What follows belongs to an exercise in optimizing a design on an open flow for small area; a production flow would make more cautious choices. Where RTL was checked, it was by simulation tests only, not by an equivalence proof against the original. For run 4, only the layout was checked, not whether the RTL still works. Power figures rest on the tool's default switching activity, not on a simulated workload.

===== flow/design.v =====
module cia402_fsm (
  input  wire         clk,
  input  wire         rst,
  input  wire         start,
  input  wire         operational,
  input  wire         stop_req,
  input  wire [31:0]  cfg_target_vel,
  input  wire [7:0]   cfg_mode,
  input  wire [15:0]  cfg_max_torque,
  output wire         ex_req,
  input  wire         ex_valid,
  input  wire         ex_resp_fresh,
  input  wire [127:0] ex_in,
  input  wire [15:0]  ex_wkc,
  output wire [127:0] ex_out,
  output wire [2:0]   phase,
  output wire         exit_code,
  output wire [2:0]   dstate,
  output wire [32:0]  delta,
  output wire         delta_valid,
  output wire         moving,
  output wire         enable_evt,
  output wire [31:0]  enable_pos,
  output wire         report_valid,
  output wire [63:0]  report_cycle,
  output wire [15:0]  report_status,
  output wire [15:0]  report_control,
  output wire [31:0]  report_position,
  output wire [32:0]  report_delta,
  output wire [35:0]  report_rpm,
  output wire [31:0]  report_velocity,
  output wire [7:0]   report_mode,
  output wire [15:0]  report_wkc
);
  localparam [2:0] PH_IDLE   = 3'd0;
  localparam [2:0] PH_RUN    = 3'd1;
  localparam [2:0] PH_DRAIN  = 3'd2;
  localparam [2:0] PH_HALTED = 3'd3;
  localparam [2:0] PH_FAILED = 3'd4;
  localparam [8:0] LAP_FIRST   = 9'd12;     
  localparam [8:0] DRAIN_FIRST = 9'd462;    
  reg [2:0]   phase_q;
  reg         run_flag;
  reg [8:0]   lap_count;       
  reg [61:0]  cycle_div4;      
  reg         motor_enabled;
  reg [31:0]  start_pos;
  reg [15:0]  wkc;
  reg         cw7, cw3, cw21, cw0;  
  reg         tv_on;           
  reg         cfg_on;          
  reg [15:0]  in_status;
  reg [31:0]  in_pos;
  reg [31:0]  in_vel;
  reg [7:0]   in_mode;
  reg         enable_evt_q;
  reg         report_q;
  wire in_idle  = (phase_q == PH_IDLE);
  wire in_run   = (phase_q == PH_RUN);
  wire in_drain = (phase_q == PH_DRAIN);
  assign ex_req = (in_run && run_flag) || in_drain;
  wire do_start = in_idle && start && operational;
  wire do_sfail = in_idle && start && !operational;
  wire do_cycle = in_run && run_flag && ex_valid;
  wire do_stop  = in_run && !run_flag;
  wire do_drain = in_drain && ex_valid;
  wire take_in  = (do_cycle || do_drain) && ex_resp_fresh;
  wire [15:0] new_status = take_in ? ex_in[15:0]  : in_status;
  wire [31:0] new_pos    = take_in ? ex_in[47:16] : in_pos;
  wire s_fault = (new_status == 16'h1208);
  wire s_sod   = (new_status == 16'h1250);
  wire s_rtso  = (new_status == 16'h1231);
  wire s_swon  = (new_status == 16'h1233);
  wire s_open  = (new_status == 16'h1237) || (new_status == 16'h1637);
  wire s_known = s_fault || s_sod || s_rtso || s_swon || s_open;
  wire do_latch = do_cycle && s_open && !motor_enabled;
  wire       lap_end  = &lap_count;
  wire [8:0] lap_next = lap_end ? LAP_FIRST : lap_count + 9'd1;
  always @(posedge clk) begin
    wkc <= ex_wkc;
    if (rst) begin
      phase_q       <= PH_IDLE;
      run_flag      <= 1'b1;
      lap_count     <= LAP_FIRST;
      cycle_div4    <= 62'd0;
      motor_enabled <= 1'b0;
      start_pos     <= 32'd0;
      cw7           <= 1'b0;
      cw3           <= 1'b0;
      cw21          <= 1'b0;
      cw0           <= 1'b0;
      tv_on         <= 1'b0;
      cfg_on        <= 1'b0;
      in_status     <= 16'd0;
      in_pos        <= 32'd0;
      in_vel        <= 32'd0;
      in_mode       <= 8'd0;
      enable_evt_q  <= 1'b0;
      report_q      <= 1'b0;
    end else begin
      enable_evt_q <= do_latch;
      report_q     <= do_cycle && lap_end;
      if (stop_req)
        run_flag <= 1'b0;
      if (do_start)
        phase_q <= PH_RUN;
      if (do_sfail)
        phase_q <= PH_FAILED;
      if (take_in) begin
        in_status <= ex_in[15:0];
        in_pos    <= ex_in[47:16];
        in_vel    <= ex_in[79:48];
        in_mode   <= ex_in[119:112];
      end
      if (do_cycle) begin
        cfg_on    <= 1'b1;
        lap_count <= lap_next;
        if (lap_end)
          cycle_div4 <= cycle_div4 + 62'd125;
        if (s_known) begin
          cw7   <= s_fault;
          cw3   <= s_swon || s_open;
          cw21  <= !s_fault;
          cw0   <= s_rtso || s_swon || s_open;
          tv_on <= s_open;
        end
        if (do_latch) begin
          motor_enabled <= 1'b1;
          start_pos     <= new_pos;
        end
      end
      if (do_stop || do_drain) begin
        cfg_on <= 1'b1;
        cw7    <= 1'b0;
        cw3    <= 1'b0;
        cw21   <= 1'b0;
        cw0    <= 1'b0;
        tv_on  <= 1'b0;
      end
      if (do_stop) begin
        lap_count <= DRAIN_FIRST;
        phase_q   <= PH_DRAIN;
      end
      if (do_drain) begin
        lap_count <= lap_next;
        if (lap_end)
          phase_q <= PH_HALTED;
      end
    end
  end
  wire signed [32:0] delta_s = {in_pos[31], in_pos} - {start_pos[31], start_pos};
  wire hi_any  = |delta_s[31:10];
  wire hi_all  = &delta_s[31:10];
  wire mv_pos  = !delta_s[32] && (hi_any || (delta_s[9:0] > 10'd1000));
  wire mv_neg  =  delta_s[32] && (!hi_all || (delta_s[9:0] < 10'd24));
  wire [15:0] cw = {8'd0, cw7, 3'd0, cw3, cw21, cw21, cw0};
  assign ex_out = {8'd0,
                   cfg_on ? cfg_mode : 8'd0,
                   cfg_on ? cfg_max_torque : 16'd0,
                   16'd0,
                   tv_on ? cfg_target_vel : 32'd0,
                   32'd0,
                   cw};
  assign dstate = (in_status == 16'h1208) ? 3'd1 :
                  (in_status == 16'h1250) ? 3'd2 :
                  (in_status == 16'h1231) ? 3'd3 :
                  (in_status == 16'h1233) ? 3'd4 :
                  (in_status == 16'h1237 || in_status == 16'h1637) ? 3'd5 : 3'd0;
  assign phase       = phase_q;
  assign exit_code   = phase_q[2];
  assign delta       = delta_s;
  assign delta_valid = motor_enabled;
  assign moving      = motor_enabled && (mv_pos || mv_neg);
  assign enable_evt  = enable_evt_q;
  assign enable_pos  = start_pos;
  assign report_valid    = report_q;
  assign report_cycle    = {cycle_div4, 2'b00};
  assign report_status   = in_status;
  assign report_control  = cw;
  assign report_position = in_pos;
  assign report_delta    = delta_s;
  assign report_rpm      = {in_vel, 4'd0} - {{4{in_vel[31]}}, in_vel};
  assign report_velocity = in_vel;
  assign report_mode     = in_mode;
  assign report_wkc      = wkc;
endmodule

===== flow/flow/run.sh =====
#!/bin/bash
set -euo pipefail
export BUFFER_PORTS_ARGS="-buffer_cell sky130_fd_sc_hd__buf_1"
bash standard.sh > standard_flow.log 2>&1

===== flow/standard.sh =====
#!/bin/bash
# synth_recipe.tcl (not shown) runs the flow's synth.tcl, then flattens the netlist and writes it again
# the make line also repeats each setting of config.mk as NAME=value (left out here)
make -C /OpenROAD-flow-scripts/flow DESIGN_CONFIG=/design/flow/config.mk WORK_HOME=/design/flow/orfs CLKGATE_MAP_FILE= SYNTH_SCRIPT=/design/flow/synth_recipe.tcl "${@:-finish}"

===== flow/config.mk =====
export PLATFORM = sky130hd
export DESIGN_NAME = cia402_fsm
export DESIGN_NICKNAME = cia402_fsm
export VERILOG_FILES = /design/flow/design.v
export SDC_FILE = /design/flow/constraint.sdc
export NUM_CORES = 4
export LEC_CHECK = 0
export CAP_MARGIN = 20
export CORE_MARGIN = 2
export CORE_UTILIZATION = 40
export SLEW_MARGIN = 20

===== flow/constraint.sdc =====
create_clock -name core_clock -period 8.0 [get_ports {clk}]
set_input_delay 1.6000 -clock core_clock [delete_from_list [all_inputs] [get_ports {clk}]]
set_output_delay 1.6000 -clock core_clock [all_outputs]
set_load 0.01 [all_outputs]

==> summary.md, run 1 <==
| Metric | Value |
|---|---|
| Outcome | timing/DRC/antenna clean |
| Most frequent cells in the layout | 543 x buf_1, 220 x dfxtp_1, 203 x nor2_1, 199 x nand2_1, 143 x a21oi_1 |
| Clk pwr share | 39.9% |
| H-tree depth | 1 |
| Die area | 36000 sq um |
| Yosys Warn Count | 1 |
| Top FF cell, synth | dfxtp_1 |
| Starting density of the core | 40.2% |
| Distinct cells, synth | 83 |
| Worst hold path type | reg2reg |
| Post-detail-place hpwl | 38600 um |
| CTS Buffer Depth | 3 |
| Final Hold Fails | 0 |
| CTS tree | done |
| GRT overflow | 0 |
| Final net count | 2504 |
| First-pass GRT wire length | 70900 um |
| Worst Skew | 0.0186 ns |
| CP Max Fanout | 4 |
| #FFs+latches synth | 220 |
| Psw | 1.00 mW |
| Die X | 190 um |
| Mapped Cells | 1766 |
| Reg2Reg Launch Point | phase_q[2]$_SDFF_PP0_ |
| Final RePlAce weighted congestion | 0.938 |
| Post-Syn Area | 13800 sq um |
| CP Cell Sequence | inv_1 > ha_1 > inv_1 > fa_1 > a211oi_1 > o21ai_1 > nand3_1 > nand2_1 > a311oi_1 > o311ai_1 > or4_1 > o41ai_1 > a21oi_1 > buf_1 |
| Fmax | 161 MHz |
| Initial drt markers | 908 |
| Hold-fix buffers at CTS | 0 |
| Top cell by count, worst path | inv_1 |
| Area growth syn-to-layout | 19.3% |
| Final WL | 48600 um |
| Max Slew Vio Count | 0 |
| Commonest non-fill, non-tap cell in the layout | buf_1 |
| CP Capture Type | output pin |
| Pre-antenna DRT Iters | 5 |
| Final ANT Viol Nets | 0 |
| Sequential power share | 36.3% |
| Final period utilization | 77.6% |
| WL/cell | 18.0 um |
| RSZ-0062 raised after global routing | no |
| Number of CTS-inserted buffers | 28 |
| Worst EP arrival | 4.61 ns |
| Sequential area share after synthesis | 31.9% |
| Clk Latency, worst-skew pair | 0.57 ns |
| Leak | 6.28 nW |
| Internal power | 2.11 mW |
| Ys async rst share | 0% |
| Setup TNS | 0 ns |
| Post-synth EDFFs | 0 |
| Hold Slack | 0.465 ns |
| Avg Inst Size Synth | 7.81 sq um |
| FF-to-FF path depth | 12 |
| Worst R2R End | start_pos[20]$_SDFFE_PP0P_ |
| Worst Path Required | 6.40 ns |
| Vias in the first global route | 12.5k |
| Layout cells sized above 1 | 3.51% |
| Worst setup endpoint | moving |
| DRC violations left | 0 |
| I/O Buffers | 544 |
| Switching portion of total power | 32.3% |
| Vias | 13.9k |
| Vias/cell | 5.15 |
| Gate power share | 23.8% |
| Final core occ | 48.0% |
| Worst R2R Setup Slack | 3.39 ns |
| VDD IR max | 0.000163 V |
| Worst-path clk slew | 0.06 ns |
| Pwr dens | 189 nW/um^2 |
| Slew headroom | 31.7% |
| Postcts setup bufs | 0 |
| Crit Path Category | reg2out |
| Area post-placement | 15500 sq um |
| Total global-route track usage | 25.0% |
| Slowest cell on crit path | a311oi_1 |
| Row count | 68 |
| Startpoint types | flop |
| Final setup fails | 0 |
| CTS root buffer | clkbuf_16 |
| Clock Sinks | 220 |
| Number of max-cap violations | 0 |
| Antenna violations before repair | 2 |
| Chip Height | 190 um |
| Cell area after layout | 16500 sq um |
| Min Tclk post-route | 6.21 ns |
| Num ports | 665 |
| Crit-path max cell delay | 0.81 ns |
| Core box area | 34300 sq um |
| Resized cells post-CTS | 0 |
| Worst-margin pin slew | 1.02 ns |
| Crit. Startpoint | in_pos[0]$_SDFF_PP0_ |
| Largest net degree at the start of global routing | 93 |
synth_stat cells (all sizes together), types with 10 or more instances:
cell    instances  area [sq um]
and3           26           168
nand2         200           751
nand4          17           106
a21oi         145           733
ha             67           838
a31oi          11          68.8
mux2i          35           350
a21o           39           293
nand3          48           245
a211oi         42           320
buf           137          1000
or4            10          75.1
and2           70           438
o31ai          12          90.1
or3            21           141
o21a           10          75.1
nor3           34           185
inv            85           319
clkbuf         60           225
xor2           54           480
nor4           16           119
o21ai          45           225
nor2          205           780
xnor2          50           438
dfxtp         220          4400
flip-flops by register name (all words and copies together), names as in the netlist, 3 cells and up:
register and cells:
cycle_div4 62, in_mode 8, in_pos 32, in_status 16, in_vel 32, lap_count 9
phase_q 3, start_pos 32, wkc 16
stage by stage:
stage	cells	total power, mW	setup WS, ns
floorplan	1845	1.69	3.01
global placement	2654	1.88	2.26
detailed placement	2654	1.89	2.20
CTS	2704	3.14	1.89
global route	2704	3.25	1.53
finish	2705	3.11	1.79
routing by layer:
metal | up-vias | global-route usage (%) | wire length [um]
li1 | 6822 | - | -
met1 | 6469 | 31.4 | 20200
met2 | 563 | 41.3 | 22500
met3 | 72 | 7.95 | 4490
met4 | 2 | 7.25 | 1370
met5 | - | 0 | 13
critical path: cells and delay by family, from the launching register on:
kind	cells	cell delay, ns
adder cells (fa/ha/maj)	2	0.57
buffers and inverters	3	0.26
AND/OR/NAND/NOR	3	0.78
AO/OA/AOI/OAI	6	2.11
flip-flops	1	0.31
cell type report:
type,count,area (sq um)
Fill cell,3512,17800
Antenna cell,1,2.50
Tap cell,455,569
Timing Repair Buffer,551,2100
Multi-Input combinational cell,1343,8160
Sequential cell,220,4400
Clock inverter,11,114
Inverter,85,319
Clock buffer,39,802
power groups by stage:
stage	logic [mW]	registers, mW	clock network, mW
global route	0.798	1.13	1.32
CTS	0.739	1.13	1.27
global placement	0.731	1.15	0
finish	0.741	1.13	1.24
floorplan	0.540	1.15	0
detailed placement	0.736	1.15	0
worst min-delay path by stage:
stage,slack [ns],cells after the start,end,start
finish,0.46,2,in_mode[1]$_SDFFE_PP0N_,in_mode[1]$_SDFFE_PP0N_
global route,0.49,2,in_mode[0]$_SDFFE_PP0N_,in_mode[0]$_SDFFE_PP0N_
CTS,0.47,2,in_mode[0]$_SDFFE_PP0N_,in_mode[0]$_SDFFE_PP0N_
detailed placement,0.46,2,in_mode[0]$_SDFFE_PP0N_,in_mode[0]$_SDFFE_PP0N_
global placement,0.45,2,in_mode[1]$_SDFFE_PP0N_,in_mode[1]$_SDFFE_PP0N_
floorplan,0.44,2,lap_count[7]$_SDFFE_PP0P_,lap_count[7]$_SDFFE_PP0P_
cells by family after synthesis:
logic type | synth area share [%]
fa+ha+maj | 6.22
flops | 31.9
other cells | 0.0272
buf+inv | 11.2
mux | 2.62
xor+xnor | 6.65
compound gates | 16.8
simple gates | 24.5
==> inputs of run 2 (changes only) <==
--- a/flow/config.mk
+++ b/flow/config.mk
@@ -10,2 +10,3 @@
 export CORE_UTILIZATION = 40
+export CTS_BUF_LIST = sky130_fd_sc_hd__clkbuf_4
 export SLEW_MARGIN = 20
==> run 2 against run 1 <==
Against the previous run: worst hold slack about the same; sequential power about the same; wire length rose by 0.71%; combinational power about the same; synthesized cell count unchanged; largest cell class unchanged.
==> summary.md, run 2 <==
| Metric | Value |
|---|---|
| Chip Height | 190 um |
| Worst EP arrival | 4.75 ns |
| Vias in the first global route | 12.8k |
| Total global-route track usage | 25.3% |
| Die area | 36000 sq um |
| Worst-margin pin slew | 1.04 ns |
| Sequential area share after synthesis | 31.9% |
| CTS root buffer | clkbuf_4 |
| Post-Syn Area | 13800 sq um |
| Pre-antenna DRT Iters | 7 |
| Clock Sinks | 220 |
| Layout cells sized above 1 | 5.63% |
| CP Capture Type | output pin |
| Area growth syn-to-layout | 18.3% |
| Startpoint types | flop |
| H-tree depth | 2 |
| I/O Buffers | 544 |
| Mapped Cells | 1766 |
| Share of the synthesized area in the top cell type | 31.9% |
| Final Hold Fails | 0 |
| Min Tclk post-route | 6.35 ns |
| Postcts setup bufs | 0 |
| Commonest cells post-synth | 220 x dfxtp_1, 203 x nor2_1, 200 x nand2_1 |
| Leak | 6.28 nW |
| Hold Slack | 0.465 ns |
| Top-count cell post-synth | dfxtp_1 |
| Final setup margin | 1.65 ns |
| VDD IR max | 0.000135 V |
| Outcome | timing/DRC/antenna clean |
| Resized cells post-CTS | 0 |
| Register Area | 4400 sq um |
| Final net count | 2537 |
| Vias/cell | 5.14 |
| Slew headroom | 30.6% |
| Synth area leader | dfxtp_1 |
| Number of max-cap violations | 0 |
| WL/cell | 17.7 um |
| Adder and majority gate portion of the synthesized area | 6.22% |
| Antenna violations before repair | 3 |
| Vias | 14.2k |
| Worst-path clk slew | 0.06 ns |
| Post-synth EDFFs | 0 |
| DRC violations left | 0 |
| Initial drt markers | 805 |
| Hold-fix buffers at CTS | 0 |
| Clk Latency, worst-skew pair | 0.80 ns |
| RSZ-0062 raised after global routing | no |
| Worst hold path type | reg2reg |
| Final WL | 48900 um |
| Commonest non-fill, non-tap cell in the layout | buf_1 |
| First-pass GRT wire length | 71300 um |
| Die X | 190 um |
| Final setup fails | 0 |
| Pwr dens | 177 nW/um^2 |
| Number of CTS-inserted buffers | 61 |
| Max Slew Vio Count | 0 |
| CP Max Fanout | 4 |
| Post-synthesis compound-gate area fraction | 16.8% |
| Register bank with the most flops | cycle_div4 |
| GRT overflow | 0 |
| Row count | 68 |
| CTS Buffer Depth | 3 |
| CTS tree | done |
| Worst Path Required | 6.40 ns |
| Ys async rst share | 0% |
| Synth Area in Simple Gates | 24.5% |
| Synth top area cells | dfxtp_1 32%, buf_4 6.9%, ha_1 6.1% |
| Final period utilization | 79.4% |
| Top FF cell, synth | dfxtp_1 |
| Max reg flops | 62 |
| #FFs+latches synth | 220 |
| Post-detail-place hpwl | 38600 um |
| Synth Area in XOR/XNOR | 6.65% |
| # fillers | 3557 |
| Final ANT Viol Nets | 0 |
| Setup TNS | 0 ns |
| Main combinational cell family by area after synthesis | simple AND/OR/NAND/NOR gates |
| Pre-CTS WS | 2.20 ns |
| Distinct cells, synth | 83 |
| Final RePlAce weighted congestion | 0.938 |
| Most frequent cells in the layout | 543 x buf_1, 220 x dfxtp_1, 203 x nor2_1, 199 x nand2_1, 143 x a21oi_1 |
| Core box area | 34300 sq um |
| Largest net degree at the start of global routing | 93 |
| Num ports | 665 |
| Crit Path Category | reg2out |
| Avg Inst Size Synth | 7.81 sq um |
| Multiplexer share of the synthesized area | 2.62% |
| Yosys Warn Count | 1 |
| Starting density of the core | 40.2% |
| Multi-input gate area in the final layout | 8160 sq um |
| Fmax | 157 MHz |
| Worst Skew | 0.0566 ns |
run 2: cell counts after synthesis:
No cell type changed its count.
run 2: kinds of logic (layout without fill, tap and decap cells):
| kind of cell | count (synthesis) | in the layout |
|---|---|---|
| and+or+nand+nor | 694 | 694 |
| AOI/OAI and AO/OA | 361 | 361 |
| buffers and inverters | 282 | 745 |
| DFF | 220 | 220 |
| xor gates and xnor gates | 104 | 104 |
| adders and majority gates | 68 | 68 |
| muxes | 36 | 36 |
| other | 1 | 82 |
run 2: stage by stage:
| stage | power, mW | cell area, sq um | util, % | instances |
|---|---|---|---|---|
| final | 2.89 | 16300 | 47.6 | 2765 |
| after detailed placement | 1.89 | 15500 | 45.4 | 2654 |
| after global routing | 3.04 | 16300 | 47.6 | 2764 |
| after CTS | 2.93 | 16300 | 47.6 | 2763 |
| after global placement | 1.88 | 15500 | 45.4 | 2654 |
| after floorplan | 1.69 | 14100 | - | 1845 |
run 2: worst paths after layout:
| check | startpoint | end | slack, ns | cells after the start |
|---|---|---|---|---|
| max reg2reg | phase_q[2]$_SDFF_PP0_ | start_pos[20]$_SDFFE_PP0P_ | 3.35 | 12 |
| max | start_pos[0]$_SDFFE_PP0P_ | moving | 1.65 | 14 |
| min reg2reg | in_mode[1]$_SDFFE_PP0N_ | in_mode[1]$_SDFFE_PP0N_ | 0.46 | 2 |
| min | in_mode[1]$_SDFFE_PP0N_ | in_mode[1]$_SDFFE_PP0N_ | 0.46 | 2 |
run 2: critical path, cell delays in order, from the launching register on:
cell and delay [ns]:
dfxtp_1 0.36, ha_1 0.17, inv_1 0.05, fa_1 0.42
a211oi_1 0.31, o21ai_1 0.23, a41oi_1 0.35, and4b_1 0.30
o211a_1 0.30, o2111ai_1 0.20, nand3b_1 0.27, or4_1 0.59
nor3_1 0.20, a21oi_1 0.10, buf_1 0.14
run 2: power breakdown:
part / internal (mW) / total (mW) / switching [mW] / leakage [nW]
combinational: 0.264 / 0.740 / 0.475 / 4.05
sequential: 1.11 / 1.13 / 0.0181 / 1.78
clock: 0.523 / 1.02 / 0.501 / 0.454
total: 1.90 / 2.89 / 0.995 / 6.28
run 2: layout make-up:
class,instances,share of cell area [%]
Multi-Input combinational cell,1343,50.0
Sequential cell,220,27.0
Tap cell,455,3.49
Clock buffer,92,4.23
Clock inverter,17,0.490
Inverter,85,1.95
Timing Repair Buffer,551,12.9
Antenna cell,2,0.0307
run 2: layer usage:
layer	GRT usage, %	share of wire (%)	vias to the layer above
met5	0	0.027	-
met4	10.5	3.3	2
met3	8.37	9.1	87
met2	40.9	46	585
met1	31.0	42	6616
li1	-	-	6929
==> inputs of run 3 (changes only) <==
==> flow/run.sh (new file) <==
#!/bin/bash
# synth_recipe.tcl (not shown) runs the flow's synth.tcl, then flattens the netlist and writes it again
# the make line also repeats each setting of config.mk as NAME=value (left out here)
make -C /OpenROAD-flow-scripts/flow DESIGN_CONFIG=/design/flow/config.mk WORK_HOME=/design/flow/orfs CLKGATE_MAP_FILE= SYNTH_SCRIPT=/design/flow/synth_recipe.tcl finish
--- a/flow/config.mk
+++ b/flow/config.mk
@@ -10,3 +10,2 @@
 export CORE_UTILIZATION = 40
-export CTS_BUF_LIST = sky130_fd_sc_hd__clkbuf_4
 export SLEW_MARGIN = 20
removed: flow/flow/run.sh
removed: flow/standard.sh
==> run 3 against run 2 <==
Against the previous run: worst setup slack got worse by 0.022 ns; wire length increased by 6.7%; clock-buffer cell count decreased by 57; still clean on timing, DRC and antenna; sequential share of layout area decreased by 4.8 points; critical path depth unchanged; largest power group is now clock; worst hold slack got worse by 0.011 ns; sequential power about the same.
==> summary.md, run 3 <==
| Metric | Value |
|---|---|
| Initial drt markers | 845 |
| Vias | 13.9k |
| Commonest non-fill, non-tap cell in the layout | clkdlybuf4s50_1 |
| Share of the synthesized area in the top cell type | 31.9% |
| Starting density of the core | 40.2% |
| Top FF cell, synth | dfxtp_1 |
| Antenna violations before repair | 3 |
| Final Hold Fails | 0 |
| Distinct cells, synth | 83 |
| Worst Skew | 0.0120 ns |
| H-tree depth | 1 |
| Area growth syn-to-layout | 44.1% |
| RSZ-0062 raised after global routing | no |
| Final period utilization | 79.7% |
| Layout cells sized above 1 | 3.56% |
| First-pass GRT wire length | 78300 um |
| Ys async rst share | 0% |
| CTS root buffer | clkbuf_16 |
| Yosys Warn Count | 1 |
| Final net count | 2503 |
| Most frequent cells in the layout | 543 x clkdlybuf4s50_1, 220 x dfxtp_1, 203 x nor2_1, 199 x nand2_1, 143 x a21oi_1 |
| Die area | 36000 sq um |
| Avg Inst Size Synth | 7.81 sq um |
| Final cell count without fillers | 2705 |
| Worst hold path cell count | 2 |
| I/O Buffers | 544 |
| Outcome | timing/DRC/antenna clean |
| #FFs+latches synth | 220 |
| Synth top area cells | dfxtp_1 32%, buf_4 6.9%, ha_1 6.1% |
| CTS tree | done |
| Cell area after layout | 19900 sq um |
| Clk Latency, worst-skew pair | 0.56 ns |
| Number of CTS-inserted buffers | 26 |
| Post-synth EDFFs | 0 |
| Area post-placement | 19000 sq um |
| Worst-margin pin slew | 0.921 ns |
| Synth area leader | dfxtp_1 |
| Register bank with the most flops | cycle_div4 |
| Final WL | 52200 um |
| Vias in the first global route | 13.0k |
| Max reg flops | 62 |
| Vias/cell | 5.13 |
| Pre-antenna DRT Iters | 6 |
| Crit Path Category | reg2out |
| Pwr dens | 169 nW/um^2 |
| Sequential area share after synthesis | 31.9% |
| Leak | 7.60 nW |
| Number of max-cap violations | 0 |
| Clock Sinks | 220 |
| Final ANT Viol Nets | 0 |
| Die X | 190 um |
| Post-Syn Area | 13800 sq um |
| Mapped Cells | 1766 |
| CP Max Fanout | 5 |
| Setup TNS | 0 ns |
| Num ports | 665 |
| Min Tclk post-route | 6.38 ns |
| Fmax | 157 MHz |
| Worst EP arrival | 4.78 ns |
| Largest net degree at the start of global routing | 121 |
| DRC violations left | 0 |
| FF-to-FF path depth | 11 |
| Worst-path clk slew | 0.06 ns |
| Postcts setup bufs | 0 |
| Slew headroom | 37.7% |
| Worst hold path type | reg2reg |
| Resized cells post-CTS | 0 |
| Max Slew Vio Count | 0 |
| Final RePlAce weighted congestion | 0.894 |
| Top-count cell post-synth | dfxtp_1 |
| CP Capture Type | output pin |
| Startpoint types | flop |
| Hold-fix buffers at CTS | 0 |
| Total global-route track usage | 27.9% |
| GRT overflow | 0 |
| Worst Path Required | 6.40 ns |
| WL/cell | 19.3 um |
| Row count | 68 |
| Commonest cells post-synth | 220 x dfxtp_1, 203 x nor2_1, 200 x nand2_1 |
| VDD IR max | 0.000181 V |
| Final setup fails | 0 |
| # placed instances | 2654 |
| Chip Height | 190 um |
| Core box area | 34300 sq um |
| CTS Buffer Depth | 3 |
| Post-detail-place hpwl | 41800 um |
==> run 3: cell counts after synthesis <==
Identical to the previous run, type by type.
==> run 3: path summary, 6_finish.rpt <==
path | end | from | slack (ns)
setup / recovery | moving | start_pos[0]$_SDFFE_PP0P_ | 1.62
hold / removal | lap_count[7]$_SDFFE_PP0P_ | lap_count[7]$_SDFFE_PP0P_ | 0.45
setup reg to reg | start_pos[0]$_SDFFE_PP0P_ | phase_q[2]$_SDFF_PP0_ | 3.83
hold reg to reg | lap_count[7]$_SDFFE_PP0P_ | lap_count[7]$_SDFFE_PP0P_ | 0.45
==> run 3: worst max-delay path, stage by stage, from the launching register on <==
cell             delay, ns
dfxtp_1               0.36
ha_1                  0.17
inv_1                 0.05
fa_1                  0.41
a211oi_1              0.29
o21ai_1               0.21
a21oi_1               0.26
a21oi_1               0.21
o2111ai_1             0.21
nor3b_1               0.55
nand4_1               0.15
or4_1                 0.44
o41ai_1               0.36
a21oi_1               0.07
clkdlybuf4s50_1       0.50
==> run 3: cell families (layout without fill, tap and decap cells) <==
kind of cell / count (synthesis) / count (layout) / share of synthesized area (%)
buffers and inverters: 282 / 684 / 11.2
adders and majority gates: 68 / 68 / 6.22
AOI/OAI and AO/OA: 361 / 361 / 16.8
and+or+nand+nor: 694 / 694 / 24.5
other: 1 / 83 / 0.0272
DFF: 220 / 220 / 31.9
xor gates and xnor gates: 104 / 104 / 6.65
muxes: 36 / 36 / 2.62
==> run 3: per-layer routing <==
layer / global-route usage, % / wire, um / up-vias / part of all wire, %
met2: 47.4 / 25000 / 495 / 48
met4: 8.56 / 1660 / 0 / 3.2
met1: 34.0 / 21000 / 6493 / 40
met5: 0 / 0 / - / 0
met3: 8.17 / 4560 / 76 / 8.7
li1: - / - / 6813 / -
==> run 3: stage by stage <==
step	total power, mW	util [%]	setup WS [ns]	hold slack [ns]
floorplan	1.69	-	3.01	0.436
global placement	2.15	55.3	2.19	0.443
detailed placement	2.16	55.3	2.12	0.447
CTS	3.39	57.9	1.57	0.455
global route	3.50	58.0	1.29	0.493
finish	3.36	58.0	1.62	0.454
==> run 3: cell type report <==
cell class	instances	area (sq um)
Fill cell	3178	14400
Clock inverter	12	141
Sequential cell	220	4400
Tap cell	455	569
Multi-Input combinational cell	1343	8160
Antenna cell	3	7.51
Inverter	85	319
Clock buffer	35	754
Timing Repair Buffer	552	5530
==> run 3: where the power goes <==
group	switching, mW	internal, mW	leakage (nW)
clock	0.499	0.728	0.444
sequential	0.0182	1.11	1.78
combinational	0.493	0.510	5.38
==> inputs of run 4 (changes only) <==
--- a/flow/design.v
+++ b/flow/design.v
@@ -150,7 +150,35 @@
   end
-  wire signed [32:0] delta_s = {in_pos[31], in_pos} - {start_pos[31], start_pos};
+  genvar gi;
+  wire [32:0] dp = {in_pos[31], in_pos} ^ ~{start_pos[31], start_pos};
+  wire [32:0] dg = {in_pos[31], in_pos} & ~{start_pos[31], start_pos};
+  wire [34:0] dc;
+  assign dc[0] = 1'b1;
+  generate
+    for (gi = 0; gi < 33; gi = gi + 2) begin : g_delta
+      assign dc[gi+1] = dg[gi] | (dp[gi] & dc[gi]);
+      if (gi + 1 < 33) begin : g_pair
+        assign dc[gi+2] = dg[gi+1] | (dp[gi+1] & dg[gi]) | (dp[gi+1] & dp[gi] & dc[gi]);
+      end
+    end
+  endgenerate
+  wire [32:0] delta_s = dp ^ dc[32:0];
+  wire [35:0] ra = {in_vel, 4'd0};
+  wire [35:0] rb = ~{{4{in_vel[31]}}, in_vel};
+  wire [35:0] rp = ra ^ rb;
+  wire [35:0] rg = ra & rb;
+  wire [36:0] rc;
+  assign rc[0] = 1'b1;
+  generate
+    for (gi = 0; gi < 36; gi = gi + 2) begin : g_rpm
+      assign rc[gi+1] = rg[gi] | (rp[gi] & rc[gi]);
+      assign rc[gi+2] = rg[gi+1] | (rp[gi+1] & rg[gi]) | (rp[gi+1] & rp[gi] & rc[gi]);
+    end
+  endgenerate
+  wire [35:0] rpm = rp ^ rc[35:0];
   wire hi_any  = |delta_s[31:10];
   wire hi_all  = &delta_s[31:10];
-  wire mv_pos  = !delta_s[32] && (hi_any || (delta_s[9:0] > 10'd1000));
-  wire mv_neg  =  delta_s[32] && (!hi_all || (delta_s[9:0] < 10'd24));
+  wire lo_gt   = (&delta_s[9:5]) && (delta_s[4] || (delta_s[3] && (|delta_s[2:0])));
+  wire lo_lt   = !(|delta_s[9:5]) && !(delta_s[4] && delta_s[3]);
+  wire mv_pos  = !delta_s[32] && (hi_any || lo_gt);
+  wire mv_neg  =  delta_s[32] && (!hi_all || lo_lt);
   wire [15:0] cw = {8'd0, cw7, 3'd0, cw3, cw21, cw21, cw0};
@@ -181,3 +209,3 @@
   assign report_delta    = delta_s;
-  assign report_rpm      = {in_vel, 4'd0} - {{4{in_vel[31]}}, in_vel};
+  assign report_rpm      = rpm;
   assign report_velocity = in_vel;
==> flow/flow/run.sh (new file) <==
#!/bin/bash
set -euo pipefail
export BUFFER_PORTS_ARGS="-buffer_cell sky130_fd_sc_hd__buf_1"
export CTS_ARGS="-sink_clustering_enable -repair_clock_nets -buf_list sky130_fd_sc_hd__clkbuf_8 -sink_clustering_size 30 -sink_clustering_max_diameter 100 -dont_use_dummy_load"
bash standard.sh > standard_flow.log 2>&1
==> flow/standard.sh (new file) <==
#!/bin/bash
# synth_recipe.tcl (not shown) runs the flow's synth.tcl, then flattens the netlist and writes it again
# the make line also repeats each setting of config.mk as NAME=value (left out here)
make -C /OpenROAD-flow-scripts/flow DESIGN_CONFIG=/design/flow/config.mk WORK_HOME=/design/flow/orfs CLKGATE_MAP_FILE= SYNTH_SCRIPT=/design/flow/synth_recipe.tcl "${@:-finish}"
removed: flow/run.sh
==> run 4 against run 3 <==
Against the previous run: the run now fails in I/O pin placement (3_2_place_iop); synthesized cell count shrank 8.2%; area after synthesis shrank 5.9%.
==> summary.md, run 4 <==
| Metric | Value |
|---|---|
| Post-synth EDFFs | 0 |
| Synth top area cells | dfxtp_1 34%, nand2_1 7.3%, buf_4 7.2% |
| Main combinational cell family by area after synthesis | simple AND/OR/NAND/NOR gates |
| Top-count cell post-synth | nand2_1 |
| Distinct cells, synth | 65 |
| Halt Stage | I/O pin placement (3_2_place_iop) |
| Starting density of the core | 40.9% |
| Synth Area in Simple Gates | 23.9% |
| Post-Syn Area | 13000 sq um |
| Synth area leader | dfxtp_1 |
| Synth Area in XOR/XNOR | 5.86% |
| Die X | 184 um |
| Halt Reason | [ERROR PPL-0024] Number of IO pins (665) exceeds maximum number of available positions (660). Increase the die perimeter from 736.90um to 904.40um. |
| #FFs+latches synth | 220 |
| Yosys Warn Count | 1 |
| Post-synthesis compound-gate area fraction | 11.6% |
| Ys async rst share | 0% |
| Commonest cells post-synth | 252 x nand2_1, 220 x dfxtp_1, 133 x a21oi_1 |
| Share of the synthesized area in the top cell type | 33.9% |
| Outcome | did not finish |
| Multiplexer share of the synthesized area | 0.713% |
| Sequential area share after synthesis | 33.9% |
| Chip Height | 184 um |
| Top FF cell, synth | dfxtp_1 |
| Avg Inst Size Synth | 8.02 sq um |
| Adder and majority gate portion of the synthesized area | 11.3% |
| Row count | 65 |
| Mapped Cells | 1621 |
## run 4: cell count changes after synthesis, sizes merged, moves of 14 or more
| cell | before | now |
|---|---|---|
| inv | 85 | 122 |
| fa | 1 | 31 |
| mux2i | 35 | 7 |
| nand2b | 8 | 33 |
| a21o | 39 | 20 |
| clkbuf | 60 | 44 |
| nor2 | 205 | 103 |
| o21ai | 45 | 65 |
| xor2 | 54 | 40 |
| a211oi | 42 | 5 |
| nand3 | 48 | 33 |
| nand2 | 200 | 253 |
## run 4: cells by family after synthesis
logic type | Yosys count
AOI/OAI and AO/OA | 263
xor gates and xnor gates | 87
adders and majority gates | 99
buffers and inverters | 308
DFF | 220
muxes | 9
other | 1
and+or+nand+nor | 634
==> inputs of run 5 (changes only) <==
--- a/flow/design.v
+++ b/flow/design.v
@@ -78,2 +78,18 @@
   wire [8:0] lap_next = lap_end ? LAP_FIRST : lap_count + 9'd1;
+  wire [7:0]  cd_lo = {1'b0, cycle_div4[6:0]} + 8'd125;
+  wire [54:0] cd_hi = cycle_div4[61:7];
+  wire [11:0] cd_gc;               
+  wire [54:0] cd_t;                
+  assign cd_gc[0] = cd_lo[7];
+  genvar gj, gk;
+  generate
+    for (gj = 0; gj < 11; gj = gj + 1) begin : g_cdg
+      assign cd_gc[gj+1] = cd_gc[gj] & (&cd_hi[5*gj+4:5*gj]);
+      assign cd_t[5*gj] = cd_gc[gj];
+      for (gk = 1; gk < 5; gk = gk + 1) begin : g_cdb
+        assign cd_t[5*gj+gk] = cd_gc[gj] & (&cd_hi[5*gj+gk-1:5*gj]);
+      end
+    end
+  endgenerate
+  wire [61:0] cd_next = {cd_hi ^ cd_t, cd_lo[6:0]};
   always @(posedge clk) begin
@@ -118,3 +134,3 @@
         if (lap_end)
-          cycle_div4 <= cycle_div4 + 62'd125;
+          cycle_div4 <= cd_next;
         if (s_known) begin
==> flow/flow/run.sh (replaced) <==
#!/bin/bash
set -euo pipefail
export BUFFER_PORTS_ARGS="-buffer_cell sky130_fd_sc_hd__buf_1"
export CTS_ARGS="-sink_clustering_enable -repair_clock_nets -buf_list sky130_fd_sc_hd__clkbuf_8 -sink_clustering_size 16 -sink_clustering_max_diameter 50 -dont_use_dummy_load"
bash standard.sh > standard_flow.log 2>&1
--- a/flow/config.mk
+++ b/flow/config.mk
@@ -8,4 +8,5 @@
 export CAP_MARGIN = 20
-export CORE_MARGIN = 2
-export CORE_UTILIZATION = 40
+export CORE_AREA = 5 5 225 225
+export DIE_AREA = 0 0 230 230
+export PLACE_DENSITY = 0.7
 export SLEW_MARGIN = 20
==> run 5 against run 4 <==
Against the previous run: the run now finishes clean; area after synthesis shrank 0.38%; synthesized cell count shrank 5.4%.
==> summary.md, run 5 <==
| Metric | Value |
|---|---|
| Final net count | 2336 |
| Chip Height | 230 um |
| Synth top area cells | dfxtp_1 34%, ha_1 7.6%, buf_4 7.4% |
| CTS root buffer | clkbuf_8 |
| Main combinational cell family by area after synthesis | simple AND/OR/NAND/NOR gates |
| Layout cells sized above 1 | 4.21% |
| Startpoint types | flop |
| Outcome | timing/DRC/antenna clean |
| CP Capture Type | output pin |
| Vias in the first global route | 11.1k |
| Post-synth EDFFs | 0 |
| Final RePlAce weighted congestion | 0.912 |
| CTS Buffer Depth | 3 |
| Most frequent cells in the layout | 543 x buf_1, 219 x dfxtp_1, 193 x nand2_1, 176 x nor2_1, 112 x inv_1 |
| Area growth syn-to-layout | 18.9% |
| Leak | 5.66 nW |
| Final Hold Fails | 0 |
| Final core occ | 32.2% |
| Top-count cell post-synth | dfxtp_1 |
| Crit Path Category | reg2out |
| Worst EP arrival | 5.48 ns |
| Max reg flops | 62 |
| Vias/cell | 4.49 |
| Antenna violations before repair | 2 |
| VDD IR max | 0.0000906 V |
| Slew headroom | 29.3% |
| Clk Latency, worst-skew pair | 0.57 ns |
| Starting density of the core | 27.1% |
| #FFs+latches synth | 220 |
| Adder and majority gate portion of the synthesized area | 12.4% |
| H-tree depth | 2 |
| Pwr dens | 168 nW/um^2 |
| Post-synthesis compound-gate area fraction | 11.5% |
| Fmax | 141 MHz |
| Min Tclk post-route | 7.08 ns |
| Core box area | 47800 sq um |
| Avg Inst Size Synth | 8.44 sq um |
| # placed instances | 2598 |
| Synth area leader | dfxtp_1 |
| Worst-margin pin slew | 1.06 ns |
| Worst Path Required | 6.40 ns |
| Num ports | 665 |
| Distinct cells, synth | 66 |
| Die area | 52900 sq um |
| DRC violations left | 0 |
| Number of CTS-inserted buffers | 34 |
| Ys async rst share | 0% |
| GRT overflow | 0 |
| Final cell count without fillers | 2634 |
| Commonest non-fill, non-tap cell in the layout | buf_1 |
| CP Max Fanout | 4 |
| I/O Buffers | 544 |
| Vias | 11.8k |
| Top FF cell, synth | dfxtp_1 |
| Register bank with the most flops | cycle_div4 |
| RSZ-0062 raised after global routing | no |
| Post-detail-place hpwl | 34400 um |
| Worst hold path type | reg2reg |
| Final ANT Viol Nets | 0 |
| Initial drt markers | 555 |
| Synth Area in Simple Gates | 20.6% |
| Share of the synthesized area in the top cell type | 34.0% |
| Final setup fails | 0 |
| Final WL | 42900 um |
| Post-Syn Area | 12900 sq um |
| Worst-path clk slew | 0.08 ns |
| Synth Area in XOR/XNOR | 5.75% |
| Commonest cells post-synth | 220 x dfxtp_1, 193 x nand2_1, 176 x nor2_1 |
| # fillers | 5184 |
| Yosys Warn Count | 1 |
| Worst Skew | 0.0876 ns |
| Final period utilization | 88.6% |
| Number of max-cap violations | 0 |
| Register Area | 4410 sq um |
| Postcts setup bufs | 0 |
| Hold-fix buffers at CTS | 0 |
| Multi-input gate area in the final layout | 7240 sq um |
| CTS tree | done |
| First-pass GRT wire length | 63900 um |
| Sequential area share after synthesis | 34.0% |
| Max Slew Vio Count | 0 |
| Largest net degree at the start of global routing | 75 |
| Total global-route track usage | 15.1% |
| Row count | 80 |
| Setup TNS | 0 ns |
| WL/cell | 16.3 um |
| Mapped Cells | 1534 |
| Multiplexer share of the synthesized area | 3.27% |
| Resized cells post-CTS | 0 |
| Pre-antenna DRT Iters | 5 |
| Clock Sinks | 220 |
| Die X | 230 um |
[run 5: changes by cell type after synthesis, sizes merged, moves of 8 or more]
| cell | before | now |
|---|---|---|
| nor2 | 103 | 177 |
| nand2 | 253 | 193 |
| o21ai | 65 | 22 |
| a21oi | 133 | 99 |
| a211oi | 5 | 38 |
| mux2i | 7 | 38 |
| nand2b | 33 | 7 |
| nor3 | 38 | 23 |
| ha | 68 | 79 |
| and3 | 15 | 5 |
| inv | 122 | 112 |
| nand4 | 26 | 17 |
| xnor2 | 47 | 38 |
| nor2b | 13 | 5 |
[run 5: cells by family (layout without fill, tap and decap cells)]
family          Yosys count  after routing
flops                   220            220
buf+inv                 292            696
xor+xnor                 85             85
fa+ha+maj               110            110
other cells               1             82
simple gates            568            568
compound gates          218            218
mux                      40             40
[run 5: path summary, 6_finish.rpt]
path | slack (ns) | endpoint | start | cells past startpoint
worst min register to register | 0.46 | in_mode[4]$_SDFFE_PP0P_ | in_mode[4]$_SDFFE_PP0P_ | 2
worst max-delay path | 0.92 | moving | start_pos[2]$_SDFFE_PP0P_ | 19
worst max register to register | 3.65 | start_pos[18]$_SDFFE_PP0P_ | phase_q[2]$_SDFF_PP0_ | 9
worst min-delay path | 0.46 | in_mode[4]$_SDFFE_PP0P_ | in_mode[4]$_SDFFE_PP0P_ | 2
[run 5: metrics by stage]
stage	setup slack, ns	hold slack, ns	area, sq um	total power, mW
6_report	0.915	0.456	15400	2.58
5_1_grt	0.534	0.473	15400	2.74
4_1_cts	0.950	0.460	15400	2.63
3_5_place_dp	1.62	0.448	14900	1.82
3_3_place_gp	1.67	0.442	14900	1.81
2_1_floorplan	2.36	0.445	13200	1.64
[run 5: power by group]
part,internal (mW),switching (mW)
logic,0.241,0.427
registers,1.11,0.0197
clock network,0.375,0.411
[run 5: worst max-delay path: stages (launching register included)]
cell      delay (ns)
dfxtp_1         0.34
inv_1           0.08
ha_1            0.21
or3_1           0.34
o22a_1          0.26
o2111a_1        0.30
o21ai_0         0.60
o31ai_1         0.19
and2_1          0.21
a21oi_1         0.19
nor3_1          0.06
or2_2           0.28
fa_1            0.63
nand4_1         0.12
nor4_1          0.27
nand3_1         0.19
a21oi_1         0.23
nand3b_1        0.10
and4_1          0.20
buf_1           0.13
[run 5: area by class of cell]
cell class | count | share of cell area [%]
Antenna cell | 2 | 0.0325
Inverter | 112 | 2.73
Tap cell | 615 | 5.00
Multi-Input combinational cell | 1101 | 47.0
Clock buffer | 34 | 3.04
Timing Repair Buffer | 550 | 13.6
Sequential cell | 220 | 28.6
[run 5: per-layer routing]
metal  track usage [%]  wire [um]  share of wire [%]
met5                 0          0                  0
met3              4.91       3860                9.0
met4              4.97       1140                2.7
met2              25.1      20300                 47
met1              18.4      17600                 41
==> inputs of run 6 (changes only) <==
==> flow/flow/run.sh (replaced) <==
#!/bin/bash
set -euo pipefail
export BUFFER_PORTS_ARGS="-buffer_cell sky130_fd_sc_hd__buf_1"
export CTS_ARGS="-sink_clustering_enable -repair_clock_nets -buf_list sky130_fd_sc_hd__clkbuf_4 -sink_clustering_size 10 -sink_clustering_max_diameter 40 -dont_use_dummy_load"
export RECOVER_POWER=100
bash standard.sh > standard_flow.log 2>&1
==> run 6 against run 5 <==
Against the previous run: now fails the layout checks on max-capacitance violations, max-slew violations; critical path depth unchanged; total power decreased by 6.0%; register-to-register slack got worse by 2.2 ns; sequential power about the same.
==> summary.md, run 6 <==
| Metric | Value |
|---|---|
| Pre-antenna DRT Iters | 5 |
| Num ports | 665 |
| H-tree depth | 2 |
| Crit. Startpoint | start_pos[2]$_SDFFE_PP0P_ |
| Row count | 80 |
| Register bank with the most flops | cycle_div4 |
| Max Slew Vio Count | 307 |
| Final Hold Fails | 0 |
| Sequential area share after synthesis | 34.0% |
| Worst hold path type | reg2reg |
| Worst EP arrival | 5.64 ns |
| Critical path buffer and inverter count | 2 |
| Commonest non-fill, non-tap cell in the layout | buf_1 |
| Max reg flops | 62 |
| Final ANT Viol Nets | 0 |
| I/O Buffers | 544 |
| Gate power share | 27.5% |
| Final RePlAce weighted congestion | 0.912 |
| Crit Path Category | reg2out |
| RSZ-0062 raised after global routing | no |
| Number of CTS-inserted buffers | 42 |
| CP Max Fanout | 4 |
| CTS tree | done |
| Top FF cell, synth | dfxtp_1 |
| Yosys Warn Count | 1 |
| Vias/cell | 4.51 |
| Core box area | 47800 sq um |
| Multi-input gate area in the final layout | 7160 sq um |
| Synth area leader | dfxtp_1 |
| Layout Check Failures | max-capacitance violations, max-slew violations |
| Area growth syn-to-layout | 17.1% |
| #FFs+latches synth | 220 |
| Worst-path clk slew | 0.07 ns |
| Switching portion of total power | 34.6% |
| Internal power | 1.59 mW |
| Register Area | 4400 sq um |
| Vias in the first global route | 11.2k |
| Number of max-cap violations | 5 |
| Worst-margin pin slew | 3.55 ns |
| Sequential power share | 46.5% |
| GRT overflow | 0 |
| Clock Sinks | 220 |
| Initial drt markers | 552 |
| Leak | 5.54 nW |
| Final net count | 2344 |
| Ys async rst share | 0% |
| Pwr dens | 160 nW/um^2 |
| Post-detail-place hpwl | 34400 um |
| Final setup fails | 0 |
| DRC violations left | 0 |
| Layout cells sized above 1 | 3.85% |
| Final WL | 42900 um |
| Die X | 230 um |
| Avg Inst Size Synth | 8.44 sq um |
| Top cell by count, worst path | a21oi_1 |
| Most frequent cells in the layout | 539 x buf_1, 220 x dfxtp_1, 193 x nand2_1, 176 x nor2_1, 112 x inv_1 |
| Worst Skew | 0.125 ns |
| CP Capture Type | output pin |
| VDD IR max | 0.000107 V |
| Min Tclk post-route | 7.24 ns |
| Cell area after layout | 15200 sq um |
| Commonest cells post-synth | 220 x dfxtp_1, 193 x nand2_1, 176 x nor2_1 |
| Distinct cells, synth | 66 |
| Hold-fix buffers at CTS | 0 |
| Psw | 0.839 mW |
| CTS Buffer Depth | 3 |
| CTS root buffer | clkbuf_4 |
| Slew headroom | -137% |
| Vias | 11.9k |
| Resized cells post-CTS | 0 |
| Slowest cell on crit path | o21ai_0 |
| Area post-placement | 14900 sq um |
| HP Start | in_mode[4]$_SDFFE_PP0P_ |
| Clk pwr share | 26.0% |
| Outcome | failed layout checks |
| Chip Height | 230 um |
| Final period utilization | 90.5% |
| Largest net degree at the start of global routing | 75 |
| Mapped Cells | 1534 |
| Clk Latency, worst-skew pair | 0.72 ns |
| Startpoint types | flop |
| Antenna violations before repair | 4 |
| Die area | 52900 sq um |
| First-pass GRT wire length | 64000 um |
| Share of the synthesized area in the top cell type | 34.0% |
| Worst Path Required | 6.40 ns |
| Synth top area cells | dfxtp_1 34%, ha_1 7.6%, buf_4 7.4% |
| Total global-route track usage | 15.1% |
| # fillers | 5213 |
| Reg2Reg Launch Point | phase_q[2]$_SDFF_PP0_ |
| WL/cell | 16.2 um |
| Setup TNS | 0 ns |
| Post-synth EDFFs | 0 |
| CP Cell Sequence | inv_1 > ha_1 > or3_1 > o22a_1 > o2111a_1 > o21ai_0 > o31ai_1 > and2_0 > a21oi_1 > nor3_1 > or2_2 > fa_1 > nand4_1 > nor4_1 > nand3_1 > a21oi_1 > nand3b_1 > and4_1 > buf_1 |
| Fmax | 138 MHz |
| Cell family with most CP delay | compound AO/OA/AOI/OAI gates |
| Post-Syn Area | 12900 sq um |
| Postcts setup bufs | 0 |
| Crit-path max cell delay | 0.63 ns |
| Starting density of the core | 27.1% |
| Top-count cell post-synth | dfxtp_1 |
run 6: cell type report:
class                      instances  area share [%]
inverter                         112            2.77
multi-input combinational       1101            47.3
timing repair buffer             550            13.7
tap                              615            5.08
sequential                       220            29.1
clock buffer                      42            2.08
antenna                            5          0.0826
run 6: worst paths after layout:
kind | to | slack, ns | cells past startpoint
setup reg to reg | start_pos[24]$_SDFFE_PP0P_ | 1.48 | 9
setup / recovery | moving | 0.76 | 19
hold / removal | in_mode[4]$_SDFFE_PP0P_ | 0.45 | 2
hold reg to reg | in_mode[4]$_SDFFE_PP0P_ | 0.45 | 2
run 6: logic make-up (layout without fill, tap and decap cells):
kind of cell / after synthesis / in the layout / synth area share [%]
XOR/XNOR: 85 / 85 / 5.75
AND/OR/NAND/NOR: 568 / 568 / 20.6
buffers and inverters: 292 / 704 / 12.4
flip-flops: 220 / 220 / 34.0
AO/OA/AOI/OAI: 218 / 218 / 11.5
adder cells (fa/ha/maj): 110 / 110 / 12.4
multiplexers: 40 / 40 / 3.27
other: 1 / 85 / 0.0290
run 6: power groups by stage:
stage	Clock, mW	Sequential [mW]	Combinational (mW)
2_1_floorplan	0	1.15	0.486
6_report	0.632	1.13	0.667
5_1_grt	0.728	1.13	0.729
4_1_cts	0.681	1.13	0.667
3_3_place_gp	0	1.15	0.659
3_5_place_dp	0	1.16	0.664
run 6: per-stage QoR:
step / cells / utilization, % / hold slack [ns] / setup slack (ns) / power [mW]
after floorplan: 1613 / - / 0.445 / 2.36 / 1.64
after global placement: 2598 / 31.2 / 0.442 / 1.67 / 1.81
after detailed placement: 2598 / 31.2 / 0.448 / 1.62 / 1.82
after CTS: 2640 / 31.8 / 0.458 / 0.770 / 2.48
after global routing: 2642 / 31.7 / 0.471 / 0.355 / 2.59
final: 2645 / 31.7 / 0.453 / 0.762 / 2.43
run 6: tightest hold or removal path: cells and delay by family (launching register included):
kind | cells | cell delay [ns]
simple gates | 1 | 0.05
flops | 1 | 0.31
compound gates | 1 | 0.05
run 6: layer usage:
layer,track usage (%),up-vias,wire length (um)
met4,5.21,2,1270
met5,0,-,13
li1,-,5847,-
met3,4.84,62,3860
met1,18.4,5580,17400
met2,25.2,447,20400
==> inputs of run 7 (changes only) <==
--- a/flow/flow/run.sh
+++ b/flow/flow/run.sh
@@ -4,3 +4,2 @@
 export CTS_ARGS="-sink_clustering_enable -repair_clock_nets -buf_list sky130_fd_sc_hd__clkbuf_4 -sink_clustering_size 10 -sink_clustering_max_diameter 40 -dont_use_dummy_load"
-export RECOVER_POWER=100
 bash standard.sh > standard_flow.log 2>&1
==> run 7 against run 6 <==
Against the previous run: the run now finishes clean; clock skew hardly changed; cell area is 0.59% higher; combinational power barely moved; largest power group unchanged; fmax rose by 0.22%; register-to-register slack improved by 2.2 ns; area after synthesis unchanged; sequential share of layout area shrank 0.16 points; sequential cell count stayed put; worst setup slack better by 0.016 ns; highest routed layer unchanged; cell count barely moved; critical path type unchanged; critical endpoint unchanged.
==> summary.md, run 7 <==
| Metric | Value |
|---|---|
| Top FF cell, synth | dfxtp_1 |
| Worst R2R Setup Slack | 3.63 ns |
| Most frequent cells in the layout | 543 x buf_1, 219 x dfxtp_1, 193 x nand2_1, 176 x nor2_1, 112 x inv_1 |
| Final Hold Fails | 0 |
| Met3 Track Usage GR | 4.84% |
| Slew headroom | 29.6% |
| Sequential area share after synthesis | 34.0% |
| VDD IR max | 0.000107 V |
| Vias in the first global route | 11.2k |
| Synth area leader | dfxtp_1 |
| Resized cells post-CTS | 0 |
| Pre-antenna DRT Iters | 4 |
| Ys async rst share | 0% |
| Register bank with the most flops | cycle_div4 |
| Worst Hold Endpoint | in_mode[4]$_SDFFE_PP0P_ |
| Commonest non-fill, non-tap cell in the layout | buf_1 |
| Max reg flops | 62 |
| Worst EP arrival | 5.62 ns |
| GRT met2 Usage | 25.2% |
| CTS root buffer | clkbuf_4 |
| Vias/cell | 4.52 |
| HP Start | in_mode[4]$_SDFFE_PP0P_ |
| Pwr dens | 159 nW/um^2 |
| Die X | 230 um |
| Clock Sinks | 220 |
| Final ANT Viol Nets | 0 |
| First-pass GRT wire length | 64000 um |
| CP Max Fanout | 4 |
| Row count | 80 |
| Synth top area cells | dfxtp_1 34%, ha_1 7.6%, buf_4 7.4% |
| Min Tclk post-route | 7.22 ns |
| Final cell count without fillers | 2643 |
| #FFs+latches synth | 220 |
| Die area | 52900 sq um |
| Max Slew Vio Count | 0 |
| Initial drt markers | 627 |
| Worst Skew | 0.125 ns |
| Yosys Warn Count | 1 |
| Final period utilization | 90.3% |
| Setup TNS | 0 ns |
| CTS tree | done |
| Pre-CTS WS | 1.62 ns |
| CP Capture Type | output pin |
| Busiest layer in global routing | met2 |
| Total global-route track usage | 15.1% |
| Layout cells sized above 1 | 4.59% |
| Post-detail-place hpwl | 34400 um |
| Commonest cells post-synth | 220 x dfxtp_1, 193 x nand2_1, 176 x nor2_1 |
| Vias | 11.9k |
| CTS Buffer Depth | 3 |
| GRT overflow | 0 |
| FF-to-FF path depth | 9 |
| Startpoint types | flop |
| Final setup margin | 0.777 ns |
| Number of CTS-inserted buffers | 42 |
| Outcome | timing/DRC/antenna clean |
| Final setup fails | 0 |
| Avg Inst Size Synth | 8.44 sq um |
| WL/cell | 16.2 um |
| Cell area after layout | 15200 sq um |
| GRT met1 Usage | 18.4% |
| RSZ-0062 raised after global routing | no |
| H-tree depth | 2 |
| Fmax | 138 MHz |
| Crit Path Category | reg2out |
| I/O Buffers | 544 |
| Worst-margin pin slew | 1.06 ns |
| Worst hold path type | reg2reg |
| Mapped Cells | 1534 |
| Area growth syn-to-layout | 17.8% |
| Area post-placement | 14900 sq um |
| Worst-path clk slew | 0.07 ns |
| Distinct cells, synth | 66 |
| Leak | 5.61 nW |
| Core box area | 47800 sq um |
| Num ports | 665 |
| Reg2Reg Launch Point | phase_q[2]$_SDFF_PP0_ |
| Final WL | 42900 um |
| Number of max-cap violations | 0 |
| Antenna violations before repair | 4 |
| Post-synth EDFFs | 0 |
| Worst hold path cell count | 2 |
| Chip Height | 230 um |
| Largest net degree at the start of global routing | 75 |
| # fillers | 5196 |
| Worst R2R End | start_pos[24]$_SDFFE_PP0P_ |
| Crit. Startpoint | start_pos[2]$_SDFFE_PP0P_ |
| Share of the synthesized area in the top cell type | 34.0% |
| Starting density of the core | 27.1% |
| Post-Syn Area | 12900 sq um |
| Final RePlAce weighted congestion | 0.912 |
| Final net count | 2344 |
| Clk Latency, worst-skew pair | 0.72 ns |
| Top-count cell post-synth | dfxtp_1 |
| Postcts setup bufs | 0 |
| Worst Path Required | 6.40 ns |
| DRC violations left | 0 |
| # placed instances | 2598 |
| Hold Slack | 0.453 ns |
| Hold-fix buffers at CTS | 0 |
run 7: worst max-delay path by stage:
stage / to / slack, ns / cells after the start
4_1_cts: moving / 0.77 / 19
3_3_place_gp: moving / 1.67 / 19
6_report: moving / 0.78 / 19
2_1_floorplan: moving / 2.36 / 18
5_1_grt: moving / 0.36 / 18
3_5_place_dp: moving / 1.62 / 19
run 7: cell type report:
type / count / area [sq um] / area share [%]
Inverter: 112 / 420 / 2.76
Sequential cell: 220 / 4410 / 28.9
Tap cell: 615 / 769 / 5.05
Clock buffer: 42 / 315 / 2.07
Multi-Input combinational cell: 1101 / 7240 / 47.5
Antenna cell: 3 / 7.51 / 0.0492
Timing Repair Buffer: 550 / 2090 / 13.7
run 7: cell families after synthesis:
group                      count (synthesis)  synth area share (%)
DFF                                      220                  34.0
muxes                                     40                  3.27
other                                      1                0.0290
xor gates and xnor gates                  85                  5.75
buffers and inverters                    292                  12.4
and+or+nand+nor                          568                  20.6
AOI/OAI and AO/OA                        218                  11.5
adders and majority gates                110                  12.4
run 7: routing by layer:
| layer | vias up | routed length, um |
|---|---|---|
| met4 | 2 | 1320 |
| met2 | 457 | 20200 |
| met5 | - | 13 |
| li1 | 5842 | - |
| met3 | 68 | 3920 |
| met1 | 5579 | 17400 |
run 7: worst max-delay path: stages (launching register included):
cell      delay [ns]
dfxtp_1         0.34
inv_1           0.08
ha_1            0.21
or3_1           0.34
o22a_1          0.26
o2111a_1        0.30
o21ai_0         0.60
o31ai_1         0.19
and2_1          0.21
a21oi_1         0.19
nor3_1          0.06
or2_2           0.29
fa_1            0.63
nand4_1         0.12
nor4_1          0.26
nand3_1         0.19
a21oi_1         0.23
nand3b_1        0.10
and4_1          0.20
buf_1           0.13
run 7: through the flow:
stage | util, % | total power [mW]
2_1_floorplan | - | 1.64
3_3_place_gp | 31.2 | 1.81
3_5_place_dp | 31.2 | 1.82
4_1_cts | 31.8 | 2.48
5_1_grt | 31.9 | 2.59
6_report | 31.9 | 2.43
run 7: power by group:
group,internal (mW),switching [mW]
logic,0.241,0.428
clock network,0.239,0.393
registers,1.11,0.0197
==> inputs of run 8 (changes only) <==
--- a/flow/design.v
+++ b/flow/design.v
@@ -44,3 +44,6 @@
   reg [8:0]   lap_count;       
-  reg [61:0]  cycle_div4;      
+  reg [6:0]   cnt_lo;          
+  reg [54:0]  cnt_hi;          
+  reg         cnt_cy;          
+  reg         cnt_flush;       
   reg         motor_enabled;
@@ -78,18 +81,15 @@
   wire [8:0] lap_next = lap_end ? LAP_FIRST : lap_count + 9'd1;
-  wire [7:0]  cd_lo = {1'b0, cycle_div4[6:0]} + 8'd125;
-  wire [54:0] cd_hi = cycle_div4[61:7];
-  wire [11:0] cd_gc;               
-  wire [54:0] cd_t;                
-  assign cd_gc[0] = cd_lo[7];
-  genvar gj, gk;
-  generate
-    for (gj = 0; gj < 11; gj = gj + 1) begin : g_cdg
-      assign cd_gc[gj+1] = cd_gc[gj] & (&cd_hi[5*gj+4:5*gj]);
-      assign cd_t[5*gj] = cd_gc[gj];
-      for (gk = 1; gk < 5; gk = gk + 1) begin : g_cdb
-        assign cd_t[5*gj+gk] = cd_gc[gj] & (&cd_hi[5*gj+gk-1:5*gj]);
-      end
-    end
-  endgenerate
-  wire [61:0] cd_next = {cd_hi ^ cd_t, cd_lo[6:0]};
+  wire [6:0] cnt_lo_next = cnt_flush ? 7'd125 : cnt_lo + 7'd125;
+  wire rot_win = do_cycle && (lap_count[8:7] == 2'b00) &&
+                 (!lap_count[6] || (lap_count[5:2] == 4'b0000 && !(lap_count[1] && lap_count[0])));
+  always @(posedge clk) begin
+    if (rot_win) begin
+      cnt_hi <= {(cnt_hi[0] ^ cnt_cy) & !cnt_flush, cnt_hi[54:1]};
+      cnt_cy <= cnt_hi[0] & cnt_cy;
+    end
+    if (do_cycle && lap_end) begin
+      cnt_lo <= cnt_lo_next;
+      cnt_cy <= cnt_lo_next >= 7'd3;    
+    end
+  end
   always @(posedge clk) begin
@@ -100,3 +100,3 @@
       lap_count     <= LAP_FIRST;
-      cycle_div4    <= 62'd0;
+      cnt_flush     <= 1'b1;
       motor_enabled <= 1'b0;
@@ -134,3 +134,3 @@
         if (lap_end)
-          cycle_div4 <= cd_next;
+          cnt_flush <= 1'b0;
         if (s_known) begin
@@ -220,3 +220,3 @@
   assign report_valid    = report_q;
-  assign report_cycle    = {cycle_div4, 2'b00};
+  assign report_cycle    = {cnt_hi, cnt_lo, 2'b00};
   assign report_status   = in_status;
--- a/flow/flow/run.sh
+++ b/flow/flow/run.sh
@@ -4,2 +4,3 @@
 export CTS_ARGS="-sink_clustering_enable -repair_clock_nets -buf_list sky130_fd_sc_hd__clkbuf_4 -sink_clustering_size 10 -sink_clustering_max_diameter 40 -dont_use_dummy_load"
+export SKIP_REPAIR_TIE_FANOUT=1
 bash standard.sh > standard_flow.log 2>&1
==> run 8 against run 7 <==
Against the previous run: still clean on timing, DRC and antenna; combinational power decreased by 1%; worst hold slack got worse by 0.024 ns; cell count decreased by 11%; synthesized cell count decreased by 14%; largest cell class unchanged; largest power group unchanged.
==> summary.md, run 8 <==
| Metric | Value |
|---|---|
| Row count | 80 |
| Distinct cells, synth | 63 |
| Outcome | timing/DRC/antenna clean |
| VDD IR max | 0.000115 V |
| Top-count cell post-synth | dfxtp_1 |
| Antenna violations before repair | 12 |
| Register bank with the most flops | cnt_hi |
| Commonest cells post-synth | 159 x dfxtp_1, 142 x nand2_1, 128 x buf_4 |
| RSZ-0062 raised after global routing | no |
| Most frequent cells in the layout | 543 x buf_1, 159 x dfxtp_1, 141 x nand2_1, 124 x nor2_1, 116 x inv_1 |
| Commonest non-fill, non-tap cell in the layout | buf_1 |
| Critical path buffer and inverter count | 2 |
| Vias | 10.7k |
| I/O Buffers | 544 |
| Top FF cell, synth | dfxtp_1 |
| Slew headroom | 35.5% |
| Final WL | 40700 um |
| Sequential area share after synthesis | 41.1% |
| Postcts setup bufs | 0 |
| Clk Latency, worst-skew pair | 0.70 ns |
| Post-Syn Area | 12300 sq um |
| Clock Sinks | 222 |
| DRC violations left | 0 |
| Crit-path max cell delay | 0.52 ns |
| Layout cells sized above 1 | 5.38% |
| Worst path depth | 17 |
| Hold-fix buffers at CTS | 0 |
| Leak | 5.05 nW |
| Avg Inst Size Synth | 9.32 sq um |
| CTS Buffer Depth | 3 |
| Worst hold path cell count | 0 |
| Worst EP arrival | 5.16 ns |
| Initial drt markers | 378 |
| WL/cell | 17.2 um |
| Number of CTS-inserted buffers | 42 |
| Final core occ | 30.1% |
| Num ports | 665 |
| Ys async rst share | 0% |
| Cell family with most CP delay | compound AO/OA/AOI/OAI gates |
| Worst hold path type | reg2reg |
| Area growth syn-to-layout | 16.9% |
| Final ANT Viol Nets | 0 |
| # fillers | 5073 |
| H-tree depth | 2 |
| Area post-placement | 14100 sq um |
| Max Slew Vio Count | 0 |
| Pre-antenna DRT Iters | 5 |
| Slowest cell on crit path | nor4_1 |
| Worst-margin pin slew | 0.968 ns |
| Pwr dens | 172 nW/um^2 |
| CP Max Fanout | 4 |
| Starting density of the core | 25.8% |
| Chip Height | 230 um |
| CP Capture Type | output pin |
| Final setup fails | 0 |
| Worst-path clk slew | 0.10 ns |
| Max reg flops | 55 |
| Fmax | 148 MHz |
| Final RePlAce weighted congestion | 0.858 |
| CP Cell Sequence | inv_1 > ha_1 > nand2_1 > nor3_1 > nand3_1 > o21ai_0 > a21oi_1 > o31ai_1 > o21a_1 > a21oi_1 > fa_1 > xnor2_1 > nor4_1 > nand4_1 > nor4_1 > a31oi_1 > buf_1 |
| FF-to-FF path depth | 10 |
| Min Tclk post-route | 6.76 ns |
| Final cell count without fillers | 2364 |
| Startpoint types | flop |
| Synth area leader | dfxtp_1 |
| Synth top area cells | dfxtp_1 26%, edfxtp_1 15%, buf_4 7.8% |
| Largest net degree at the start of global routing | 81 |
| Setup TNS | 0 ns |
| Worst Path Required | 6.40 ns |
| Post-synth EDFFs | 63 |
| Yosys Warn Count | 1 |
| Vias/cell | 4.51 |
| # placed instances | 2319 |
| GRT overflow | 0 |
| Vias in the first global route | 10.1k |
| Final period utilization | 84.5% |
| Cell area after layout | 14400 sq um |
| Core box area | 47800 sq um |
| Number of max-cap violations | 0 |
| Mapped Cells | 1324 |
| Worst Skew | 0.0609 ns |
| Crit Path Category | reg2out |
| Share of the synthesized area in the top cell type | 25.8% |
| Die X | 230 um |
| CTS root buffer | clkbuf_4 |
| Total global-route track usage | 14.3% |
| #FFs+latches synth | 222 |
| Final net count | 2055 |
| First-pass GRT wire length | 59500 um |
| Die area | 52900 sq um |
| Final Hold Fails | 0 |
| Post-detail-place hpwl | 32500 um |
| Resized cells post-CTS | 0 |
| CTS tree | done |
## run 8: power breakdown
| group | internal, mW | switching [mW] | leakage (nW) |
|---|---|---|---|
| Sequential | 1.17 | 0.0197 | 1.83 |
| Clock | 0.239 | 0.388 | 0.193 |
| Combinational | 0.237 | 0.423 | 3.03 |
## run 8: kinds of logic (layout without fill, tap and decap cells)
kind of cell               after synthesis  in the layout  synth area share, %
xor gates and xnor gates                42             42                 2.98
adders and majority gates              100            100                 12.0
other                                    1              4               0.0304
DFF                                    222            222                 41.1
AOI/OAI and AO/OA                      215            215                 12.2
muxes                                   33             33                 2.74
and+or+nand+nor                        424            424                 16.2
buffers and inverters                  287            709                 12.7
## run 8: final timing paths
path                            slack (ns)                       start                          to
worst max-delay path                  1.24  start_pos[15]$_SDFFE_PP0P_                      moving
worst min-delay path                  0.43        cnt_hi[43]$_DFFE_PP_        cnt_hi[42]$_DFFE_PP_
worst max register to register        3.70       phase_q[0]$_SDFF_PP0_  start_pos[21]$_SDFFE_PP0P_
worst min register to register        0.43        cnt_hi[43]$_DFFE_PP_        cnt_hi[42]$_DFFE_PP_
## run 8: cell type report
cell class	count	area, sq um	area share [%]
Inverter	116	435	3.02
Antenna cell	3	7.51	0.0521
Tap cell	615	769	5.34
Timing Repair Buffer	551	2100	14.6
Sequential cell	222	5070	35.2
Clock buffer	42	315	2.19
Multi-Input combinational cell	815	5710	39.6
## run 8: layer usage
layer  GRT usage (%)  share of wire (%)  vias to the layer above
met3            4.70                8.8                       85
met1            17.2                 40                     4898
met5               0               0.22                        -
li1                -                  -                     5166
met2            24.2                 47                      487
met4            5.01                3.2                       14
## run 8: worst register-to-register path, cell delays in order (launching register included)
cell	delay [ns]
dfxtp_1	0.46
and3b_1	0.27
o21a_1	0.42
and2_4	0.67
mux2i_1	0.34
o21ai_1	0.15
or4_4	0.55
nor2_8	0.72
buf_4	0.38
nor2_1	0.07
a211oi_2	0.18
## run 8: stage by stage
stage	power (mW)	worst slack, ns	hold slack (ns)
3_3_place_gp	1.88	1.89	0.428
4_1_cts	2.54	0.982	0.449
5_1_grt	2.64	0.652	0.448
2_1_floorplan	1.70	1.95	0.450
6_report	2.48	1.24	0.429
3_5_place_dp	1.88	1.80	0.431

Check on run 8: ideal ports give 1.244 ns setup slack; a clkbuf_16 on the clock port and buf_2 on the inputs give 1.203 ns; moving port delays by the midpoint clock arrival (0.706 ns) as well gives 1.908 ns.
